Background: an optimization exercise with open tools, aiming at small area and a short achievable clock period. Do not read the settings as production practice.
RTL that was checked went through simulation tests only; none was proved equivalent to the original.
No activity file was given, so power comes from the tool's default toggle rates.

## old
==> module kps_core, before the edit <==
module kps_core #(
    parameter [7:0]  SENTINEL        = 8'hA5,
    parameter [3:0]  P_POS           = 4'b1001,
    parameter [3:0]  P_NEG           = 4'b0110,
    parameter [16:0] INIT_TICKS_FAST = 17'd50,
    parameter [16:0] INIT_TICKS_SLOW = 17'd1000
) (
    input  wire        clk,
    input  wire        rst,           
    input  wire        rx_valid,
    input  wire [39:0] rx_frame,
    output wire        rx_ready,
    input  wire        tick_fast,
    input  wire        tick_slow,
    output wire [3:0]  legs,
    output reg         tx_valid,
    output wire [39:0] tx_frame
);
    localparam [9:0]  DEF_FAST = INIT_TICKS_FAST * 10;
    localparam [13:0] DEF_SLOW = INIT_TICKS_SLOW / 10;
    reg        rdy;                   
    reg        op_start, op_rb_f, op_rb_s;
    reg        sel_f, sel_s, tx_ch;   
    reg        set_f, set_s;          
    reg [9:0]  per_f;
    reg [13:0] per_s;
    reg [7:0]  flg_f, flg_s;
    reg        run_mode;
    reg        ph_nz;                 
    reg        stop_req;
    reg        pos, neg;              
    reg        arm_f, arm_s;
    reg [9:1]  cnt_f;                 
    reg [3:0]  pre_s;                 
    reg [13:0] cnt_s;                 
    assign rx_ready = rdy;
    assign legs     = {pos, neg, neg, pos};
    assign tx_frame = {({8{sel_f}} & flg_f) | ({8{sel_s}} & flg_s),
                       2'b00,
                       ({4{sel_s}} & per_s[13:10]),
                       ({10{sel_f}} & per_f) | ({10{sel_s}} & per_s[9:0]),
                       7'h20, tx_ch, SENTINEL};
    wire [3:0]  rx_op  = rx_frame[15:12];
    wire        rx_ch  = rx_frame[8];
    wire [15:0] rx_val = rx_frame[31:16];
    wire        take   = rdy && rx_valid && rx_frame[7:0] == SENTINEL;
    wire        tk     = take && !rst;
    wire        we_f   = take && rx_op == 4'h1 && !rx_ch;
    wire        we_s   = take && rx_op == 4'h1 &&  rx_ch;
    wire        rx_stp = take && rx_op == 4'h3;
    function gt_const;
        input [15:0] x;
        input [15:0] k;
        integer i;
        reg r;
        begin
            r = 1'b0;
            for (i = 0; i < 16; i = i + 1)
                r = k[i] ? (x[i] & r) : (x[i] | r);
            gt_const = r;
        end
    endfunction
    wire        f_lo = !gt_const(rx_val, 16'd9);
    wire        f_hi = gt_const(rx_val, 16'd1000);
    wire        s_lo = rx_val == 16'd0;
    wire        s_hi = gt_const(rx_val, 16'd10000);
    wire [9:0]  new_f = ({10{!f_lo && !f_hi}} & rx_val[9:0]) |
                        ({10{f_lo}} & 10'd10) | ({10{f_hi}} & 10'd1000);
    wire [13:0] new_s = ({14{!s_lo && !s_hi}} & rx_val[13:0]) |
                        ({14{s_lo}} & 14'd1) | ({14{s_hi}} & 14'd10000);
    wire [9:0]  peff_f = set_f ? per_f : DEF_FAST;
    wire [13:0] peff_s = set_s ? per_s : DEF_SLOW;
    wire start_ok = op_start && !run_mode;
    wire run1     = run_mode || start_ok;
    wire stop1    = stop_req && !start_ok;
    wire arm_f1   = arm_f || start_ok;
    wire arm_s1   = arm_s || start_ok;
    wire [9:0]  base_f = {cnt_f, peff_f[0]};
    wire [13:0] base_s = cnt_s;
    wire [3:0]  bpre_s = pre_s;
    wire        lt15   = base_f < 10'd15;
    wire        wrap_s = bpre_s == 4'd9;
    wire        last_s = wrap_s && base_s == 14'd1;
    wire        el_f   = tick_fast && arm_f1 && lt15;
    wire        tk_s   = tick_slow && arm_s1;
    wire        el_s   = tk_s && last_s;
    wire        f_act  = el_f && run1;
    wire        s_act  = el_s && run1;
    wire        sstop  = s_act && stop1;
    wire        rearm  = s_act && !stop1;
    wire [9:0]  dec_f  = base_f - 10'd10;
    wire [9:0]  tck_f  = !arm_f1 ? base_f : lt15 ? peff_f : dec_f;
    reg  [9:0]  n_cnt_f;
    reg  [13:0] n_cnt_s;
    reg  [3:0]  n_pre_s;
    reg         n_ph_nz;
    reg         n_pos, n_neg, n_arm_f;
    always @(*) begin
        if (s_act || !run1) n_cnt_f = peff_f;
        else if (tick_fast) n_cnt_f = tck_f;
        else                n_cnt_f = base_f;
        if (el_s || !run1) begin
            n_cnt_s = peff_s;
            n_pre_s = 4'd0;
        end else if (tk_s) begin
            n_cnt_s = wrap_s ? base_s - 14'd1 : base_s;
            n_pre_s = wrap_s ? 4'd0 : bpre_s + 4'd1;
        end else begin
            n_cnt_s = base_s;
            n_pre_s = bpre_s;
        end
        n_ph_nz = ph_nz && !start_ok;
        n_pos   = pos;
        n_neg   = neg;
        n_arm_f = arm_f1;
        if (f_act) begin
            if (!n_ph_nz) begin         
                n_pos = 1'b1; n_neg = 1'b0; n_ph_nz = 1'b1;
            end else if (pos) begin     
                n_pos = 1'b0; n_neg = 1'b1;
            end else begin              
                n_pos = 1'b0; n_neg = 1'b0; n_arm_f = 1'b0;
            end
        end
        if (s_act) begin
            n_ph_nz = 1'b0;
            if (!stop1) n_arm_f = 1'b1;
        end
    end
    always @(posedge clk) begin
        rdy       <= !tk;
        op_start  <= tk && rx_op == 4'h2;
        op_rb_f   <= tk && rx_op == 4'h4 && !rx_ch;
        op_rb_s   <= tk && rx_op == 4'h4 &&  rx_ch;
        tx_valid  <= (op_rb_f || op_rb_s) && !rst;
        sel_f     <= op_rb_f && set_f;
        sel_s     <= op_rb_s && set_s;
        tx_ch     <= op_rb_s;
        if (we_f) begin
            per_f <= new_f;
            flg_f <= rx_frame[39:32];
        end
        if (we_s) begin
            per_s <= new_s;
            flg_s <= rx_frame[39:32];
        end
        cnt_f <= n_cnt_f[9:1];
        cnt_s <= n_cnt_s;
        pre_s <= n_pre_s;
        if (rst) begin
            set_f    <= 1'b0;
            set_s    <= 1'b0;
            run_mode <= 1'b0;
            ph_nz    <= 1'b0;
            stop_req <= 1'b0;
            pos      <= 1'b0;
            neg      <= 1'b0;
            arm_f    <= 1'b0;
            arm_s    <= 1'b0;
        end else begin
            if (we_f) set_f <= 1'b1;
            if (we_s) set_s <= 1'b1;
            run_mode <= run1 && !sstop;
            ph_nz    <= n_ph_nz;
            stop_req <= (stop1 && !sstop) || rx_stp;
            pos      <= n_pos;
            neg      <= n_neg;
            arm_f    <= n_arm_f && !we_f;
            arm_s    <= arm_s1 && !sstop && !we_s;
        end
    end
endmodule
==> flow/config.mk <==
export PLATFORM = sky130hd
export DESIGN_NAME = kps_core
export DESIGN_NICKNAME = kps_core
export VERILOG_FILES = /design/flow/design.v
export SDC_FILE = /design/flow/constraint.sdc
export NUM_CORES = 4
export LEC_CHECK = 0
export ABC_AREA = 1
export CAP_MARGIN = 20
export CORE_MARGIN = 2
export CORE_UTILIZATION = 40
export CTS_BUF_LIST = sky130_fd_sc_hd__clkbuf_8
export SETUP_SLACK_MARGIN = 5
export SLEW_MARGIN = 20
export TNS_END_PERCENT = 100
==> flow/constraint.sdc <==
create_clock -name core_clock -period 8.0 [get_ports {clk}]
set_input_delay 1.6000 -clock core_clock [delete_from_list [all_inputs] [get_ports {clk}]]
set_output_delay 1.6000 -clock core_clock [all_outputs]
set_load 0.01 [all_outputs]
standard.sh (not shown) runs the stock make flow with config.mk's settings and CLKGATE_MAP_FILE= SYNTH_SCRIPT=/design/flow/synth_recipe.tcl, a recipe that flattens the netlist after the stock synthesis.
==> flow/flow/run.sh <==
#!/bin/bash
# Standard ORFS layout (the standard.sh) with the standard synthesis; the
# port buffers use buf_1 instead of the delay cell buffer_ports picks by
# default (every port still gets its own buffer).
set -euo pipefail
bash standard.sh synth > synth.log 2>&1
bash standard.sh "BUFFER_PORTS_ARGS=-buffer_cell sky130_fd_sc_hd__buf_1"  finish > finish.log 2>&1
diff inputs: old => new
--- a/flow/design.v
+++ b/flow/design.v
@@ -17,18 +17,18 @@
     output wire [39:0] tx_frame
 );
     localparam [9:0]  DEF_FAST = INIT_TICKS_FAST * 10;
     localparam [13:0] DEF_SLOW = INIT_TICKS_SLOW / 10;
     reg        rdy;                   
-    reg        op_start, op_rb_f, op_rb_s;
+    reg        op_set_f, op_set_s, op_start, op_stop, op_rb_f, op_rb_s;
     reg        sel_f, sel_s, tx_ch;   
     reg        set_f, set_s;          
     reg [9:0]  per_f;
     reg [13:0] per_s;
     reg [7:0]  flg_f, flg_s;
     reg        run_mode;
-    reg        ph_nz;                 
+    reg [1:0]  phase;
     reg        stop_req;
     reg        pos, neg;              
     reg        arm_f, arm_s;
     reg [9:1]  cnt_f;                 
     reg [3:0]  pre_s;                 
@@ -45,11 +45,10 @@
     wire [15:0] rx_val = rx_frame[31:16];
     wire        take   = rdy && rx_valid && rx_frame[7:0] == SENTINEL;
     wire        tk     = take && !rst;
     wire        we_f   = take && rx_op == 4'h1 && !rx_ch;
     wire        we_s   = take && rx_op == 4'h1 &&  rx_ch;
-    wire        rx_stp = take && rx_op == 4'h3;
     function gt_const;
         input [15:0] x;
         input [15:0] k;
         integer i;
         reg r;
@@ -70,13 +69,13 @@
                         ({14{s_lo}} & 14'd1) | ({14{s_hi}} & 14'd10000);
     wire [9:0]  peff_f = set_f ? per_f : DEF_FAST;
     wire [13:0] peff_s = set_s ? per_s : DEF_SLOW;
     wire start_ok = op_start && !run_mode;
     wire run1     = run_mode || start_ok;
-    wire stop1    = stop_req && !start_ok;
-    wire arm_f1   = arm_f || start_ok;
-    wire arm_s1   = arm_s || start_ok;
+    wire stop1    = op_stop || (stop_req && !start_ok);
+    wire arm_f1   = (arm_f && !op_set_f) || start_ok;
+    wire arm_s1   = (arm_s && !op_set_s) || start_ok;
     wire [9:0]  base_f = {cnt_f, peff_f[0]};
     wire [13:0] base_s = cnt_s;
     wire [3:0]  bpre_s = pre_s;
     wire        lt15   = base_f < 10'd15;
     wire        wrap_s = bpre_s == 4'd9;
@@ -91,11 +90,11 @@
     wire [9:0]  dec_f  = base_f - 10'd10;
     wire [9:0]  tck_f  = !arm_f1 ? base_f : lt15 ? peff_f : dec_f;
     reg  [9:0]  n_cnt_f;
     reg  [13:0] n_cnt_s;
     reg  [3:0]  n_pre_s;
-    reg         n_ph_nz;
+    reg  [1:0]  n_phase;
     reg         n_pos, n_neg, n_arm_f;
     always @(*) begin
         if (s_act || !run1) n_cnt_f = peff_f;
         else if (tick_fast) n_cnt_f = tck_f;
         else                n_cnt_f = base_f;
@@ -107,31 +106,32 @@
             n_pre_s = wrap_s ? 4'd0 : bpre_s + 4'd1;
         end else begin
             n_cnt_s = base_s;
             n_pre_s = bpre_s;
         end
-        n_ph_nz = ph_nz && !start_ok;
+        n_phase = start_ok ? 2'd0 : phase;
         n_pos   = pos;
         n_neg   = neg;
         n_arm_f = arm_f1;
         if (f_act) begin
-            if (!n_ph_nz) begin         
-                n_pos = 1'b1; n_neg = 1'b0; n_ph_nz = 1'b1;
-            end else if (pos) begin     
-                n_pos = 1'b0; n_neg = 1'b1;
-            end else begin              
-                n_pos = 1'b0; n_neg = 1'b0; n_arm_f = 1'b0;
-            end
+            case (n_phase)
+                2'd0: begin n_pos = 1'b1; n_neg = 1'b0; n_phase = 2'd1; end
+                2'd1: begin n_pos = 1'b0; n_neg = 1'b1; n_phase = 2'd2; end
+                default: begin n_pos = 1'b0; n_neg = 1'b0; n_arm_f = 1'b0; end
+            endcase
         end
         if (s_act) begin
-            n_ph_nz = 1'b0;
+            n_phase = 2'd0;
             if (!stop1) n_arm_f = 1'b1;
         end
     end
     always @(posedge clk) begin
         rdy       <= !tk;
+        op_set_f  <= tk && rx_op == 4'h1 && !rx_ch;
+        op_set_s  <= tk && rx_op == 4'h1 &&  rx_ch;
         op_start  <= tk && rx_op == 4'h2;
+        op_stop   <= tk && rx_op == 4'h3;
         op_rb_f   <= tk && rx_op == 4'h4 && !rx_ch;
         op_rb_s   <= tk && rx_op == 4'h4 &&  rx_ch;
         tx_valid  <= (op_rb_f || op_rb_s) && !rst;
         sel_f     <= op_rb_f && set_f;
         sel_s     <= op_rb_s && set_s;
@@ -149,24 +149,24 @@
         pre_s <= n_pre_s;
         if (rst) begin
             set_f    <= 1'b0;
             set_s    <= 1'b0;
             run_mode <= 1'b0;
-            ph_nz    <= 1'b0;
+            phase    <= 2'd0;
             stop_req <= 1'b0;
             pos      <= 1'b0;
             neg      <= 1'b0;
             arm_f    <= 1'b0;
             arm_s    <= 1'b0;
         end else begin
             if (we_f) set_f <= 1'b1;
             if (we_s) set_s <= 1'b1;
             run_mode <= run1 && !sstop;
-            ph_nz    <= n_ph_nz;
-            stop_req <= (stop1 && !sstop) || rx_stp;
+            phase    <= n_phase;
+            stop_req <= stop1 && !sstop;
             pos      <= n_pos;
             neg      <= n_neg;
-            arm_f    <= n_arm_f && !we_f;
-            arm_s    <= arm_s1 && !sstop && !we_s;
+            arm_f    <= n_arm_f;
+            arm_s    <= arm_s1 && !sstop;
         end
     end
 endmodule
Results
old → new: utilization shrank by 0.86 points; area overhead of the layout relative to synthesis shrank by 0.87 points; number of flip-flops and latches grew by 4; overall die width grew by 1.8%; final net count grew by 3.8%.
Between new and old, it is new whose global-route met1 utilization is lower, by 2.4 points.
Diff old -> new: post-synthesis sequential area ratio stayed essentially flat, switching portion of total power up 0.65 points, sequential share of layout area increased 0.26 points, area after synthesis higher.
In the flow results for new and old, the basic-gate share of the synthesized area counting and, or, nand and nor cells is larger on old.
No functional check of the RTL was part of new.

[afterwards: timing with drivers on the ports]
The flow's constraints put no driver on any port. The routed layouts listed below were extracted and timed again, unchanged, in two steps.
Step 1, drivers: a clkbuf_16 drives clk and a buf_2 each remaining input, both assumed.
Step 2 also shifts input and output timing later by t, the mid clock arrival at the registers, as if the neighbouring blocks saw the same clock.
a / b / c = no drivers / after step 1 / after step 2; a / b = the first two.
run | shift t [ns] | setup slack, ns | worst data-port slew with drivers (ns)
old | 0.393 | 5.160 / 5.125 / 4.877 | 0.04
new | 0.407 | 5.146 / 5.114 / 4.767 | 0.03
After both steps setup and hold are still met in every run listed. For new, which loses most, drivers alone change the setup slack by -0.032 ns; drivers and shift together by -0.379 ns.
